Source: an optimization exercise on an open RTL-to-GDS flow (aim: small area, a short achievable clock period and few clock cycles). Production flows keep margins and buffers that such runs may drop.
Where RTL was checked, it was by simulation tests only, not by an equivalence proof against the original.
The flow treats the clock pin as an ideal source, which a real chip does not have.
Power figures rest on the tool's default switching activity, not on a simulated workload.

## job 101
## cc1_codec
module cc1_codec (
    input  wire        clk,
    input  wire        rst,           
    input  wire        cmd_valid,
    input  wire [31:0] cmd,
    output wire        ready,
    input  wire [7:0]  buf_we,
    input  wire [63:0] buf_wdata,
    input  wire [8:0]  arg_we,
    input  wire [71:0] arg_wdata,
    output wire [63:0] buf_q,
    output wire [71:0] arg_q,
    output wire [71:0] out_q,
    output wire [7:0]  res,
    output wire [7:0]  status
);
For scale: ~1900 cells after synthesis, roughly 410 I/O pins, roughly 17000 µm² of cells after synthesis.
Settings: LEC_CHECK=0, CAP_MARGIN=20, CORE_MARGIN=2, CORE_UTILIZATION=40, PLACE_DENSITY=0.6, SLEW_MARGIN=20; clock period 10.0 ns.
standard.sh (not shown) runs the stock make flow with config.mk's settings and CLKGATE_MAP_FILE= SYNTH_SCRIPT=/design/flow/synth_recipe.tcl, a recipe that flattens the netlist after the stock synthesis.
==> flow/flow/run.sh <==
#!/bin/bash
# ORFS layout via the standard.sh, in stages:
#  - port buffers from sky130_fd_sc_hd__buf_1 instead of the default cell;
#  - synthesis, floorplan and placement with the default setup margin;
#  - CTS and global routing with timing repair aiming for the setup margin in
#    flow/margin.txt, followed by a power (area) recovery pass after CTS
#    (flow/post_cts.tcl).
# Each make invocation logs to its own file here; ORFS keeps per-step logs
# under orfs/logs.
set -euo pipefail
export BUFFER_PORTS_ARGS="-buffer_cell sky130_fd_sc_hd__buf_1"
bash standard.sh synth > make_synth.log 2>&1
bash standard.sh floorplan > make_floorplan.log 2>&1
bash standard.sh place > make_place.log 2>&1
export SETUP_SLACK_MARGIN=$(cat flow/margin.txt)
export POST_CTS_TCL=$PWD/flow/post_cts.tcl
bash standard.sh > make_finish.log 2>&1
==> flow/flow/margin.txt <==
6.5
==> flow/flow/post_cts.tcl <==
# Area recovery after CTS timing repair: downsize cells off the critical
# paths while keeping the setup margin that the repair aimed for.
estimate_parasitics -placement
repair_timing -recover_power 100 -setup_margin $::env(SETUP_SLACK_MARGIN) -verbose
detailed_placement
check_placement -verbose
report_design_area
Job 101 reached the final stage; the timing, design-rule and antenna checks on its layout passed.
What job 102 does differently from job 101 at the input level:
# job 101
export LEC_CHECK = 0
export CAP_MARGIN = 20
export CORE_MARGIN = 2
export CORE_UTILIZATION = 40
export PLACE_DENSITY = 0.6
export SLEW_MARGIN = 20
create_clock -name core_clock -period 10.0 [get_ports {clk}]
# job 102
export LEC_CHECK = 0
export CAP_MARGIN = 20
export CORE_MARGIN = 2
export CORE_UTILIZATION = 40
export PLACE_DENSITY = 0.6
export SLEW_MARGIN = 20
export TNS_END_PERCENT = 0
create_clock -name core_clock -period 10.0 [get_ports {clk}]
--- outcome ---
For job 101, the timing endpoint of the critical path was r_tr1[2], unlike job 102, where it was r_rh1[0].
Diff job 102..job 101 | post-place setup slack | unchanged
Delta (job 102 minus job 101): number of non-clock buffers in the layout has decreased, wire length on met3 shows a reduction of 11%.
No functional check of the RTL was part of any run of this note.

* * *

cc1_codec, a different RTL version from the one above (not shown whole).
Size: roughly 1900 cells after synthesis, about 270 flip-flops, about 410 I/O pins.
Settings: LEC_CHECK=0, CAP_MARGIN=20, CORE_MARGIN=2, CORE_UTILIZATION=40, PLACE_DENSITY=0.6, SLEW_MARGIN=20, SYNTH_HIERARCHICAL=1, SYNTH_MINIMUM_KEEP_SIZE=0; clock period 10.0 ns.
==> flow/flow/run.sh <==
#!/bin/bash
# ORFS layout via the standard.sh, in stages:
#  - port buffers from sky130_fd_sc_hd__buf_1 instead of the default cell;
#  - the three-input XOR/XNOR cells added to the platform's DONT_USE_CELLS,
#    so the CRC networks map to faster two-input XORs;
#  - synthesis, floorplan and placement with the default setup margin;
#  - CTS and global routing with timing repair aiming for the setup margin in
#    flow/margin.txt, followed by a power (area) recovery pass after CTS
#    (flow/post_cts.tcl).
# Each make invocation logs to its own file here; ORFS keeps per-step logs
# under orfs/logs.
set -euo pipefail
export BUFFER_PORTS_ARGS="-buffer_cell sky130_fd_sc_hd__buf_1"
base=$(make -s -C "$FLOW_HOME" DESIGN_CONFIG="$PWD/config.mk" WORK_HOME="$PWD/orfs" print-DONT_USE_CELLS 2> make_print.log | sed -n 's/^DONT_USE_CELLS: //p')
du="DONT_USE_CELLS=$base sky130_fd_sc_hd__xor3_1 sky130_fd_sc_hd__xor3_2 sky130_fd_sc_hd__xor3_4 sky130_fd_sc_hd__xnor3_1 sky130_fd_sc_hd__xnor3_2 sky130_fd_sc_hd__xnor3_4"
echo "$du" > dont_use.txt
bash standard.sh synth "$du" > make_synth.log 2>&1
bash standard.sh floorplan "$du" > make_floorplan.log 2>&1
bash standard.sh place "$du" > make_place.log 2>&1
export SETUP_SLACK_MARGIN=$(cat flow/margin.txt)
export POST_CTS_TCL=$PWD/flow/post_cts.tcl
bash standard.sh finish "$du" > make_finish.log 2>&1
Scripts as last shown in full above: flow/flow/margin.txt, flow/flow/post_cts.tcl
Then changed:
==> flow/flow/margin.txt (replaced) <==
7.0
--- a/flow/config.mk
+++ b/flow/config.mk
@@ -9,4 +9,6 @@
 export CORE_MARGIN = 2
 export CORE_UTILIZATION = 40
+export CTS_BUF_LIST = sky130_fd_sc_hd__clkbuf_8
+export CTS_CLUSTER_SIZE = 30
 export PLACE_DENSITY = 0.6
 export SLEW_MARGIN = 20
After rerunning:
- The changed run finished clean
- cell count climbs by a little under a tenth
- setup slack loses 0.0068 ns
- register-to-register slack improves by 0.05 ns
- die area does not change
- hold slack is better by 0.017 ns
- maximum frequency hardly moves
- via count came out higher by a little under a tenth
- power hardly moves
Then changed:
==> flow/flow/run.sh (replaced) <==
#!/bin/bash
# ORFS layout via the standard.sh, in stages:
#  - port buffers from sky130_fd_sc_hd__buf_1 instead of the default cell;
#  - synthesis, floorplan and placement with the default setup margin;
set -euo pipefail
export BUFFER_PORTS_ARGS="-buffer_cell sky130_fd_sc_hd__buf_1"
bash standard.sh synth > make_synth.log 2>&1
bash standard.sh floorplan > make_floorplan.log 2>&1
bash standard.sh place > make_place.log 2>&1
export SETUP_SLACK_MARGIN=$(cat flow/margin.txt)
bash standard.sh > make_finish.log 2>&1
==> flow/flow/margin.txt (replaced) <==
6.5
--- a/flow/config.mk
+++ b/flow/config.mk
@@ -9,8 +9,7 @@
 export CORE_MARGIN = 2
 export CORE_UTILIZATION = 40
-export CTS_BUF_LIST = sky130_fd_sc_hd__clkbuf_8
-export CTS_CLUSTER_SIZE = 30
 export PLACE_DENSITY = 0.6
 export SLEW_MARGIN = 20
 export SYNTH_HIERARCHICAL = 1
 export SYNTH_MINIMUM_KEEP_SIZE = 0
+export TNS_END_PERCENT = 0
removed: flow/flow/post_cts.tcl
Outcome: Sequential power barely changes; routed wire length shrinks by 11%; setup slack loses 0.13 ns; area after synthesis climbs by 1.3%; critical path depth stays the same; final cell count drops by 9.0%; flip-flop and latch count stays the same; count of clock-buffer cells in the layout shrinks by 13; sequential share of layout area increases by 4.5 points; maximum frequency goes down by 3.3%; worst hold slack loses 0.028 ns.
Then changed:
==> flow/flow/run.sh (replaced) <==
#!/bin/bash
# ORFS layout via the standard.sh, in stages:
#  - port buffers from sky130_fd_sc_hd__buf_1 instead of the default cell;
#  - the three-input XOR/XNOR cells added to the platform's DONT_USE_CELLS,
#    so the CRC networks map to faster two-input XORs;
#  - synthesis, floorplan and placement with the default setup margin;
#  - CTS and global routing with timing repair aiming for the setup margin in
#    flow/margin.txt, followed by a power (area) recovery pass after CTS that keeps the worst slack
#    (flow/post_cts.tcl).
# Each make invocation logs to its own file here; ORFS keeps per-step logs
# under orfs/logs.
set -euo pipefail
export BUFFER_PORTS_ARGS="-buffer_cell sky130_fd_sc_hd__buf_1"
base=$(make -s -C "$FLOW_HOME" DESIGN_CONFIG="$PWD/config.mk" WORK_HOME="$PWD/orfs" print-DONT_USE_CELLS 2> make_print.log | sed -n 's/^DONT_USE_CELLS: //p')
du="DONT_USE_CELLS=$base sky130_fd_sc_hd__xor3_1 sky130_fd_sc_hd__xor3_2 sky130_fd_sc_hd__xor3_4 sky130_fd_sc_hd__xnor3_1 sky130_fd_sc_hd__xnor3_2 sky130_fd_sc_hd__xnor3_4"
echo "$du" > dont_use.txt
bash standard.sh synth "$du" > make_synth.log 2>&1
bash standard.sh floorplan "$du" > make_floorplan.log 2>&1
bash standard.sh place "$du" > make_place.log 2>&1
export SETUP_SLACK_MARGIN=$(cat flow/margin.txt)
export POST_CTS_TCL=$PWD/flow/post_cts.tcl
bash standard.sh finish "$du" > make_finish.log 2>&1
==> flow/flow/post_cts.tcl (new file) <==
# Area recovery after CTS timing repair: downsize cells on paths whose setup
# slack is above the worst slack that the repair reached, so the worst path
# is kept and the rest give back area.
estimate_parasitics -placement
set ws [worst_slack -max]
puts "post_cts: worst setup slack $ws"
repair_timing -recover_power 100 -setup_margin [expr {$ws - 0.02}] -verbose
detailed_placement
check_placement -verbose
estimate_parasitics -placement
puts "post_cts: worst setup slack after recovery [worst_slack -max]"
report_design_area
--- a/flow/config.mk
+++ b/flow/config.mk
@@ -13,3 +13,2 @@
 export SYNTH_HIERARCHICAL = 1
 export SYNTH_MINIMUM_KEEP_SIZE = 0
-export TNS_END_PERCENT = 0
The new run finished clean.
Count of clock-buffer cells in the layout goes down by 2.
Sequential power barely changes.
Clock power increases by about 4%.
Global-route usage went down by 0.52 points.
Cell count rises by 2.3%.
Power is higher by 1.6%.
Die area came out lower by about 1.2%.
Wire length rose by 2.4%.
Combinational power rose by about 1%.
Clock skew is lower by 0.016 ns.
Setup slack gets better by 0.14 ns.
No run of this note included a check of the RTL's function; only the layout flow was run.

* * *

Another version of the RTL of cc1_codec (not shown whole).
Size: ~2000 cells after synthesis, about 270 flip-flops, roughly 410 I/O pins.
==> flow/design.v (excerpt) <==
module cc1_codec (
    input  wire        clk,
    input  wire        rst,           
    input  wire        cmd_valid,
    input  wire [31:0] cmd,
    output wire        ready,
    input  wire [7:0]  buf_we,
    input  wire [63:0] buf_wdata,
    input  wire [8:0]  arg_we,
    input  wire [71:0] arg_wdata,
    output wire [63:0] buf_q,
    output wire [71:0] arg_q,
    output wire [71:0] out_q,
    output wire [7:0]  res,
    output wire [7:0]  status
);
Settings: LEC_CHECK=0, CAP_MARGIN=20, CORE_MARGIN=2, CORE_UTILIZATION=40, PLACE_DENSITY=0.6, SLEW_MARGIN=20; clock period 10.0 ns.
==> flow/flow/run.sh <==
#!/bin/bash
# ORFS layout via the standard.sh, in stages:
#  - port buffers from sky130_fd_sc_hd__buf_1 instead of the default cell;
#  - the three-input XOR/XNOR cells added to the platform's DONT_USE_CELLS,
#    so the CRC networks map to faster two-input XORs;
#  - synthesis, floorplan and placement with the default setup margin;
#  - CTS and global routing with timing repair aiming for the setup margin in
#    flow/margin.txt, followed by a power (area) recovery pass after CTS
#    (flow/post_cts.tcl).
# Each make invocation logs to its own file here; ORFS keeps per-step logs
# under orfs/logs.
set -euo pipefail
export BUFFER_PORTS_ARGS="-buffer_cell sky130_fd_sc_hd__buf_1"
base=$(make -s -C "$FLOW_HOME" DESIGN_CONFIG="$PWD/config.mk" WORK_HOME="$PWD/orfs" print-DONT_USE_CELLS 2> make_print.log | sed -n 's/^DONT_USE_CELLS: //p')
du="DONT_USE_CELLS=$base sky130_fd_sc_hd__xor3_1 sky130_fd_sc_hd__xor3_2 sky130_fd_sc_hd__xor3_4 sky130_fd_sc_hd__xnor3_1 sky130_fd_sc_hd__xnor3_2 sky130_fd_sc_hd__xnor3_4"
echo "$du" > dont_use.txt
bash standard.sh synth "$du" > make_synth.log 2>&1
bash standard.sh floorplan "$du" > make_floorplan.log 2>&1
bash standard.sh place "$du" > make_place.log 2>&1
export SETUP_SLACK_MARGIN=$(cat flow/margin.txt)
export POST_CTS_TCL=$PWD/flow/post_cts.tcl
bash standard.sh finish "$du" > make_finish.log 2>&1
==> flow/flow/margin.txt <==
6.5
==> flow/flow/post_cts.tcl <==
# Area recovery after CTS timing repair: downsize cells off the critical
# paths while keeping the setup margin that the repair aimed for.
estimate_parasitics -placement
repair_timing -recover_power 100 -setup_margin $::env(SETUP_SLACK_MARGIN) -verbose
detailed_placement
check_placement -verbose
report_design_area
Testbench counts at the start, summed over its fixed seeds: cycles 27,999.
==> next run, changes <==
==> flow/flow/run.sh (replaced) <==
#!/bin/bash
# ORFS layout via the standard.sh, in stages:
#  - port buffers from sky130_fd_sc_hd__buf_1 instead of the default cell;
#  - synthesis, floorplan and placement with the default setup margin;
#  - CTS and global routing with timing repair aiming for the setup margin in
#    flow/margin.txt, followed by a power (area) recovery pass after CTS
#    (flow/post_cts.tcl).
# Each make invocation logs to its own file here; ORFS keeps per-step logs
# under orfs/logs.
set -euo pipefail
export BUFFER_PORTS_ARGS="-buffer_cell sky130_fd_sc_hd__buf_1"
bash standard.sh synth > make_synth.log 2>&1
bash standard.sh floorplan > make_floorplan.log 2>&1
bash standard.sh place > make_place.log 2>&1
export SETUP_SLACK_MARGIN=$(cat flow/margin.txt)
export POST_CTS_TCL=$PWD/flow/post_cts.tcl
bash standard.sh > make_finish.log 2>&1
==> flow/flow/margin.txt (replaced) <==
7.5
--- a/flow/config.mk
+++ b/flow/config.mk
@@ -12,0 +13 @@
+export TNS_END_PERCENT = 0
The changed run finished clean.
Fmax is higher by 9.0%.
Clock-buffer cell count is unchanged.
Non-clock buffer count is lower by 52.
Wire length is lower by 3.8%.
Area after synthesis is higher by 0.91%.
Final cell count is lower by 2.3%.
Flip-flop and latch count stays the same.
Setup slack improves by 0.36 ns.
==> next run, changes <==
--- a/flow/flow/run.sh
+++ b/flow/flow/run.sh
@@ -5,5 +4,0 @@
-#  - CTS and global routing with timing repair aiming for the setup margin in
-#    flow/margin.txt, followed by a power (area) recovery pass after CTS
-#    (flow/post_cts.tcl).
-# Each make invocation logs to its own file here; ORFS keeps per-step logs
-# under orfs/logs.
@@ -16 +10,0 @@
-export POST_CTS_TCL=$PWD/flow/post_cts.tcl
==> flow/flow/margin.txt (replaced) <==
6.5
removed: flow/flow/post_cts.tcl
=> Count of clock-buffer cells in the layout does not change. Combinational power is about the same. Routed wire length went down by 0.63%. Clock skew is about the same. Non-clock buffer count went down by 8. Power barely changes. Area after synthesis does not change. Utilization hardly moves. Cell count stays flat. Worst hold slack hardly moves. Sequential power barely changes.
==> next run, changes <==
--- a/flow/flow/run.sh
+++ b/flow/flow/run.sh
@@ -4,0 +5,5 @@
+#  - CTS and global routing with timing repair aiming for the setup margin in
+#    flow/margin.txt, followed by a power (area) recovery pass after CTS
+#    (flow/post_cts.tcl).
+# Each make invocation logs to its own file here; ORFS keeps per-step logs
+# under orfs/logs.
@@ -10,0 +16 @@
+export POST_CTS_TCL=$PWD/flow/post_cts.tcl
==> flow/flow/post_cts.tcl (new file) <==
# Area recovery after CTS timing repair: downsize cells off the critical
# paths while keeping the setup margin that the repair aimed for.
estimate_parasitics -placement
repair_timing -recover_power 100 -setup_margin $::env(SETUP_SLACK_MARGIN) -verbose
detailed_placement
check_placement -verbose
report_design_area
Design area barely changes.
Register-to-register slack is about the same.
Clock skew is about the same.
Area after synthesis stays the same.

* * *

alpha:
cc1_codec, a different RTL version from the one above (not shown whole).
For scale: ~1,800 cells after synthesis, roughly 270 flip-flops, ~410 I/O pins, roughly 0.018 mm2 of cells after synthesis.
Settings: LEC_CHECK=0, CAP_MARGIN=20, CORE_MARGIN=2, CORE_UTILIZATION=40, PLACE_DENSITY=0.6, SLEW_MARGIN=20, SYNTH_HIERARCHICAL=1, SYNTH_MINIMUM_KEEP_SIZE=0, TNS_END_PERCENT=0; clock period 10.0 ns.
==> flow/flow/run.sh <==
#!/bin/bash
# ORFS layout via the standard.sh, in stages:
#  - port buffers from sky130_fd_sc_hd__buf_1 instead of the default cell;
#  - synthesis, floorplan and placement with the default setup margin;
set -euo pipefail
export BUFFER_PORTS_ARGS="-buffer_cell sky130_fd_sc_hd__buf_1"
bash standard.sh synth > make_synth.log 2>&1
bash standard.sh floorplan > make_floorplan.log 2>&1
bash standard.sh place > make_place.log 2>&1
export SETUP_SLACK_MARGIN=$(cat flow/margin.txt)
bash standard.sh > make_finish.log 2>&1
==> flow/flow/margin.txt <==
6.5
## Diff of input files: beta against alpha
Settings: removing TNS_END_PERCENT (formerly 0).
==> flow/flow/run.sh <==
#!/bin/bash
# ORFS layout via the standard.sh, in stages:
#  - port buffers from sky130_fd_sc_hd__buf_1 instead of the default cell;
#  - the three-input XOR/XNOR cells added to the platform's DONT_USE_CELLS,
#    so the CRC networks map to faster two-input XORs;
#  - synthesis, floorplan and placement with the default setup margin;
#  - CTS and global routing with timing repair aiming for the setup margin in
#    flow/margin.txt, followed by a power (area) recovery pass after CTS
#    (flow/post_cts.tcl).
# Each make invocation logs to its own file here; ORFS keeps per-step logs
# under orfs/logs.
set -euo pipefail
export BUFFER_PORTS_ARGS="-buffer_cell sky130_fd_sc_hd__buf_1"
base=$(make -s -C "$FLOW_HOME" DESIGN_CONFIG="$PWD/config.mk" WORK_HOME="$PWD/orfs" print-DONT_USE_CELLS 2> make_print.log | sed -n 's/^DONT_USE_CELLS: //p')
du="DONT_USE_CELLS=$base sky130_fd_sc_hd__xor3_1 sky130_fd_sc_hd__xor3_2 sky130_fd_sc_hd__xor3_4 sky130_fd_sc_hd__xnor3_1 sky130_fd_sc_hd__xnor3_2 sky130_fd_sc_hd__xnor3_4"
echo "$du" > dont_use.txt
bash standard.sh synth "$du" > make_synth.log 2>&1
bash standard.sh floorplan "$du" > make_floorplan.log 2>&1
bash standard.sh place "$du" > make_place.log 2>&1
export SETUP_SLACK_MARGIN=$(cat flow/margin.txt)
export POST_CTS_TCL=$PWD/flow/post_cts.tcl
bash standard.sh finish "$du" > make_finish.log 2>&1
==> flow/flow/post_cts.tcl (new file) <==
# Area recovery after CTS timing repair: downsize cells off the critical
# paths while keeping the setup margin that the repair aimed for.
estimate_parasitics -placement
repair_timing -recover_power 100 -setup_margin $::env(SETUP_SLACK_MARGIN) -verbose
detailed_placement
check_placement -verbose
report_design_area
==> summary.txt <==
Total chip power, alpha and beta: larger value in alpha
Fmax on beta is ahead of alpha.
Of the two values seen for last element of the critical path, p_rp1[0] was produced by alpha and r_rh1[0] by beta.
Re clock-buffer cell count: alpha was lower than beta.
From alpha to beta the numbers moved as follows: internal power now smaller, worst setup slack +0.17 ns.
No functional check of the RTL was part of any run of this note.

what the ideal ports hide:
How much do the figures lean on ideal ports? The routed layouts below were timed once more, with nothing changed but the port constraints.
Step 1 assumes that a clkbuf_16 drives the clock port and a buf_2 every other input.
Step 2, shift: input delay + t, output delay - t, t = (earliest + latest rising clock arrival at the registers) / 2. This alone moves slack from input paths to output paths.
Slacks: no drivers / after step 1 / after step 2; pairs: no drivers / after step 1.
run | shift t [ns] | slack for setup (ns) | hold WS [ns] | pins driven straight from the clock port
job 101 | 0.591 | 5.256 / 5.263 / 4.672 | 0.460 / 0.460 / 0.460 | 1
job 102 | 0.591 | 5.285 / 5.306 / 4.715 | 0.461 / 0.461 / 0.461 | 1
the first run of note 2 | 0.637 | 6.168 / 6.194 / 5.557 | 0.477 / 0.477 / 0.477 | 1
the second run of note 2 | 0.693 | 6.161 / 6.172 / 5.480 | 0.494 / 0.494 / 0.494 | 1
the third run of note 2 | 0.641 | 6.031 / 6.031 / 5.454 | 0.466 / 0.466 / 0.466 | 1
the fourth run of note 2 | 0.637 | 6.168 / 6.194 / 5.557 | 0.477 / 0.477 / 0.477 | 1
the first run of note 3 | 0.601 | 5.626 / 5.650 / 5.049 | 0.471 / 0.471 / 0.471 | 1
the second run of note 3 | 0.598 | 5.987 / 6.017 / 5.419 | 0.451 / 0.451 / 0.451 | 1
the third run of note 3 | 0.601 | 6.040 / 6.070 / 5.468 | 0.453 / 0.453 / 0.453 | 1
the fourth run of note 3 | 0.598 | 5.987 / 6.017 / 5.419 | 0.451 / 0.451 / 0.451 | 1
alpha | 0.597 | 6.077 / 6.077 / 5.527 | 0.470 / 0.470 / 0.470 | 1
beta | 0.597 | 6.251 / 6.251 / 5.706 | 0.469 / 0.469 / 0.469 | 1
After both steps every run listed still meets setup and hold. The setup slack of the second run of note 2, which loses most, moves by +0.011 ns with the drivers and by -0.681 ns with both steps.
